Context: an optimization exercise on an open-source flow, tuned for small area, a short achievable clock period and few clock cycles per item. The choices shown serve that exercise and are no tape-out recipe.
Function was checked by simulation only, so behaviour that the tests miss may differ from the original.
Power is estimated from default activity; no workload was simulated.

Setup of job 101:
==> flow/design.v <==
module ct_meas (
    input  wire        clk,
    input  wire        rst,         
    input  wire        start,       
    input  wire        mode,        
    input  wire [1:0]  chan,        
    input  wire [15:0] raw,         
    output reg         ready,
    output reg         done,
    output reg         accept,
    output reg  [1:0]  chan_next,
    output wire [34:0] ohms,
    output wire [15:0] vmv,
    output wire [27:0] digits,      
    output reg         alert
);
    localparam [1:0] F_IDLE  = 2'd0,
                     F_NODIV = 2'd1,
                     F_DIV   = 2'd2;
    localparam [26:0] VDIV = 27'd48904255;     
    reg [1:0]  state;
    reg [15:0] s;
    reg [1:0]  ch;
    reg        md;
    reg        slo, shi;       
    reg [26:0] rem;            
    reg [5:0]  cnt;            
    reg        step1, step2;   
    reg        xb;             
    reg        qd;             
    reg [34:0] q;
    reg [27:0] bcd;
    reg        fin;            
    reg        b_md, b_neg, b_acc, b_al;
    reg [1:0]  b_ch, b_cn;
    reg        vneg;           
    reg [6:0]  dfix;           
    wire neg  = s[15];
    wire b_vpos = b_md && !b_neg;    
    wire last = (cnt == 6'd1);
    assign ohms   = q;
    assign vmv    = q[15:0] ^ {16{vneg}};
    genvar g;
    generate
        for (g = 0; g < 7; g = g + 1) begin : dout
            assign digits[4*g +: 4] = dfix[g] ? bcd[4*g +: 4] - 4'd6 : bcd[4*g +: 4];
        end
    endgenerate
    wire take = start && ready;
    wire signed [15:0] sraw = raw;
    wire in_lo  = (sraw <= 16'sd8000);
    wire in_hi  = (sraw >= 16'sd24000);
    wire in_pos = !raw[15] && (raw != 16'd0);
    wire in_acc = (!in_lo && !in_hi) || (chan == 2'd3 && in_lo) ||
                  (chan == 2'd0 && in_hi);
    wire in_nodiv = !mode && (!in_acc || !in_pos);
    wire [1:0] lsel = raw[14] ? 2'd3 : (raw[13] || chan != 2'd3) ? 2'd2 :
                      raw[12] ? 2'd1 : 2'd0;
    reg [15:0] r_init;
    reg [5:0]  k_init;
    reg        x_init;
    always @(*) begin
        case ({chan, lsel})
            {2'd0, 2'd3}: begin r_init = 16'd15776; k_init = 6'd12; x_init = 1'b0; end
            {2'd0, 2'd2}: begin r_init = 16'd7888; k_init = 6'd13; x_init = 1'b0; end
            {2'd1, 2'd3}: begin r_init = 16'd9750; k_init = 6'd16; x_init = 1'b0; end
            {2'd1, 2'd2}: begin r_init = 16'd4875; k_init = 6'd17; x_init = 1'b0; end
            {2'd2, 2'd3}: begin r_init = 16'd12500; k_init = 6'd19; x_init = 1'b0; end
            {2'd2, 2'd2}: begin r_init = 16'd6250; k_init = 6'd20; x_init = 1'b0; end
            {2'd3, 2'd3}: begin r_init = 16'd10437; k_init = 6'd22; x_init = 1'b1; end
            {2'd3, 2'd2}: begin r_init = 16'd5218; k_init = 6'd23; x_init = 1'b1; end
            {2'd3, 2'd1}: begin r_init = 16'd2609; k_init = 6'd24; x_init = 1'b0; end
            {2'd3, 2'd0}: begin r_init = 16'd0; k_init = 6'd36; x_init = 1'b1; end
            default: begin r_init = 16'bx; k_init = 6'bx; x_init = 1'bx; end
        endcase
    end
    wire [26:0] rem_init = mode ? {1'b0, {raw, 10'd746} ^ {26{raw[15]}}} : {11'd0, r_init};
    wire [5:0]  cnt_init = mode ? (raw[15] ? 6'd16 : 6'd15) : k_init;
    wire        xb_init  = mode ? raw[15] : x_init;
    wire       acc_i = md || (!slo && !shi) || (ch == 2'd3 && slo) ||
                       (ch == 2'd0 && shi);
    wire [1:0] cn_i  = (md || acc_i) ? ch : slo ? ch + 2'd1 : ch - 2'd1;
    reg [19:0] kc;
    always @(*) begin
        case (ch)
            2'd0:    kc = 20'd986;
            2'd1:    kc = 20'd9750;
            2'd2:    kc = 20'd100000;
            default: kc = 20'd668000;
        endcase
    end
    wire [3:0]  vidx  = cnt[3:0] - (neg ? 4'd3 : 4'd2);
    wire [14:0] vtail = neg ? 15'd25600 : 15'd8192;
    wire [5:0]  kidx  = cnt - 6'd18;
    wire        xb_nx = take ? xb_init :
                        md ? (cnt >= (neg ? 6'd3 : 6'd2) && vtail[vidx])
                           : (cnt >= 6'd18 && kc[kidx[4:0]]);
    wire        sgn   = rem[26];
    wire [26:0] t     = {rem[25:0], xb};
    wire [26:0] dvs   = md ? VDIV : {11'd0, s};
    wire [27:0] ad_w  = {t, 1'b1} + {dvs ^ {27{!sgn}}, !sgn};    
    wire [26:0] rem_n = ad_w[27:1];
    wire        qb    = !rem_n[26];
    reg [27:0] bcd_adj;
    reg [3:0]  dd;
    integer i;
    always @(*) begin
        for (i = 0; i < 7; i = i + 1) begin
            dd = bcd[4*i +: 4];
            bcd_adj[4*i+3] = dd[3] | (dd[2] & dd[1]) | (dd[2] & dd[0]);
            bcd_adj[4*i+2] = (dd[3] & dd[0]) | (dd[2] & !dd[1] & !dd[0]);
            bcd_adj[4*i+1] = (dd[3] & !dd[0]) | (!dd[2] & dd[1]) | (dd[1] & dd[0]);
            bcd_adj[4*i+0] = (dd[3] & !dd[0]) | (!dd[3] & !dd[2] & dd[0]) |
                             (dd[2] & dd[1] & !dd[0]);
        end
    end
    reg [19:0] kneg;
    always @(*) begin
        case ({b_md, b_ch})
            3'd0:    kneg = 20'd1047590;  
            3'd1:    kneg = 20'd1038826;  
            3'd2:    kneg = 20'd948576;   
            3'd3:    kneg = 20'd380576;   
            default: kneg = 20'd0;
        endcase
    end
    wire [21:0] lo_w  = {1'b0, q[19:0], 1'b1} + {1'b0, kneg, !b_md && qd};
    wire [20:0] lo_s  = lo_w[21:1];
    wire [14:0] hi_m1 = q[34:20] - 15'd1;
    wire [34:0] q_cor = {(!b_md && !lo_s[20]) ? hi_m1 : q[34:20], lo_s[19:0]};
    reg [27:0] kb6;
    always @(*) begin
        case ({b_md, b_ch})
            3'd0:    kb6 = 28'hFFFF67A;    
            3'd1:    kb6 = 28'hFFF68B6;    
            3'd2:    kb6 = 28'hFF66666;    
            3'd3:    kb6 = 28'hF998666;    
            default: kb6 = 28'h6666666;
        endcase
    end
    wire [29:0] bc_w  = {1'b0, bcd, 1'b1} + {1'b0, kb6, b_md ? b_neg : qd};
    wire [27:0] xs    = bc_w[28:1];
    wire [6:0]  dcy;
    generate
        for (g = 0; g < 6; g = g + 1) begin : dcarry
            assign dcy[g] = xs[4*g+4] ^ bcd[4*g+4] ^ kb6[4*g+4];
        end
    endgenerate
    assign dcy[6] = bc_w[29];
    always @(posedge clk) begin
        if (take) begin
            s   <= raw;
            ch  <= chan;
            md  <= mode;
            slo <= in_lo;
            shi <= in_hi;
        end
        rem   <= take ? rem_init : rem_n;
        cnt   <= take ? cnt_init : cnt - 6'd1;
        xb    <= xb_nx;
        qd    <= qb;
        step1 <= take && !in_nodiv;
        step2 <= step1;
        if (state != F_IDLE && (step1 || state == F_NODIV)) begin
            b_md  <= md;
            b_neg <= neg;
            b_ch  <= ch;
            b_acc <= acc_i;
            b_cn  <= cn_i;
            b_al  <= !md && ch == 2'd0 && !neg && s >= 16'd30295;
        end
        dfix      <= b_vpos ? 7'd0 : ~dcy;
        accept    <= b_acc;
        chan_next <= b_cn;
        vneg      <= b_md && b_neg;
        alert     <= b_al;
        if (fin && !b_vpos) begin
            q   <= q_cor;
            bcd <= xs;
        end else if (step2) begin
            q   <= {34'd0, qd};
            bcd <= {27'd0, qd};
        end else begin
            q   <= {q[33:0], qd};
            bcd <= {bcd_adj[26:0], qd};
        end
        if (rst) begin
            state <= F_IDLE;
            fin   <= 1'b0;
            done  <= 1'b0;
            ready <= 1'b1;
        end else begin
            ready <= take ? in_nodiv : (state != F_DIV || cnt <= 6'd2);
            done <= fin;
            fin  <= (state == F_NODIV) || (state == F_DIV && last);
            if (take)
                state <= in_nodiv ? F_NODIV : F_DIV;
            else if (state != F_DIV || last)
                state <= F_IDLE;
        end
    end
endmodule
==> flow/config.mk <==
export PLATFORM = sky130hd
export DESIGN_NAME = ct_meas
export DESIGN_NICKNAME = ct_meas
export VERILOG_FILES = /design/flow/design.v
export SDC_FILE = /design/flow/constraint.sdc
export NUM_CORES = 4
export LEC_CHECK = 0
export CAP_MARGIN = 20
export CORE_MARGIN = 2
export CORE_UTILIZATION = 40
export SETUP_SLACK_MARGIN = 5
export SLEW_MARGIN = 20
==> flow/constraint.sdc <==
create_clock -name core_clock -period 10.0 [get_ports {clk}]
set_input_delay 2.0000 -clock core_clock [delete_from_list [all_inputs] [get_ports {clk}]]
set_output_delay 2.0000 -clock core_clock [all_outputs]
set_load 0.01 [all_outputs]
standard.sh (not shown) runs the stock make flow with config.mk's settings and CLKGATE_MAP_FILE= SYNTH_SCRIPT=/design/flow/synth_recipe.tcl, a recipe that flattens the netlist after the stock synthesis.
==> flow/flow/run.sh <==
#!/bin/bash
# Own flow: the standard layout (standard synthesis unchanged), with
# - port buffers of a plain buffer cell (every port still gets one).
set -euo pipefail
MARGIN=$(cat flow/margin.txt)
PORTBUF=$(cat flow/portbuf.txt)
bash standard.sh SETUP_SLACK_MARGIN="$MARGIN" "BUFFER_PORTS_ARGS=-buffer_cell $PORTBUF" finish > flow_standard.log 2>&1
==> flow/flow/margin.txt <==
6.25
==> flow/flow/portbuf.txt <==
sky130_fd_sc_hd__buf_2
Testbench counts of job 101, summed over its fixed seeds: cycles 29,389, items 2,048.
Inputs modified between job 101 and job 102:
diff --git a/flow/design.v b/flow/design.v
--- a/flow/design.v
+++ b/flow/design.v
@@ -93,5 +93,5 @@
     wire [14:0] vtail = neg ? 15'd25600 : 15'd8192;
     wire [5:0]  kidx  = cnt - 6'd18;
-    wire        xb_nx = take ? xb_init :
+    wire        xb_nx = ready ? xb_init :
                         md ? (cnt >= (neg ? 6'd3 : 6'd2) && vtail[vidx])
                            : (cnt >= 6'd18 && kc[kidx[4:0]]);
@@ -149,5 +149,5 @@
     assign dcy[6] = bc_w[29];
     always @(posedge clk) begin
-        if (take) begin
+        if (ready) begin
             s   <= raw;
             ch  <= chan;
@@ -156,6 +156,6 @@
             shi <= in_hi;
         end
-        rem   <= take ? rem_init : rem_n;
-        cnt   <= take ? cnt_init : cnt - 6'd1;
+        rem   <= ready ? rem_init : rem_n;
+        cnt   <= ready ? cnt_init : cnt - 6'd1;
         xb    <= xb_nx;
         qd    <= qb;
Results
On job 102: detailed-route wire length on metal 1 is about 3% higher than what job 101 gave.
Adder-cell share of the synthesized area ends up higher on job 101.
Number of clock buffers in the layout is higher on job 101
Layout cell share with drive strength beyond 1 in job 102 is 0.75 points lower than in job 101
What job 102 reported for combinational logic power has to be multiplied by 1.3 to get the figure for job 101.
[compare] base=job 101 new=job 102: area share of buffers outside the clock network now smaller; post-route total power now smaller; least setup slack across all paths after layout now larger; largest net degree at the start of global routing now smaller; flip-flop and latch area comparable.
On global-route usage, the lower figure sits with job 101, not job 102.
Job 102: non-clock buffer count lower than job 101
Testbench counts of job 102, summed over its fixed seeds: cycles 29,389, items 2,048.

==> separate check: timing with driven ports <==
The flow's constraints put no driver on any port. The routed layouts listed below were extracted and timed again, unchanged, in two steps.
Step 1, drivers: a clkbuf_16 drives clk and a buf_2 each remaining input, both assumed.
Step 2 also shifts input and output timing later by t, the mid clock arrival at the registers, as if the neighbouring blocks saw the same clock.
a / b / c = no drivers / after step 1 / after step 2; a / b = the first two.
| run | shift t [ns] | slack for setup (ns) | hold slack, ns | worst slew at a driven data input, ns |
|---|---|---|---|---|
| job 101 | 0.476 | 6.310 / 6.258 / 5.782 | 0.343 / 0.343 / 0.343 | 0.16 |
| job 102 | 0.464 | 6.345 / 6.296 / 5.907 | 0.347 / 0.347 / 0.347 | 0.04 |
After both steps every run listed still meets setup and hold. The setup slack of job 101, which loses most, moves by -0.052 ns with the drivers and by -0.528 ns with both steps.
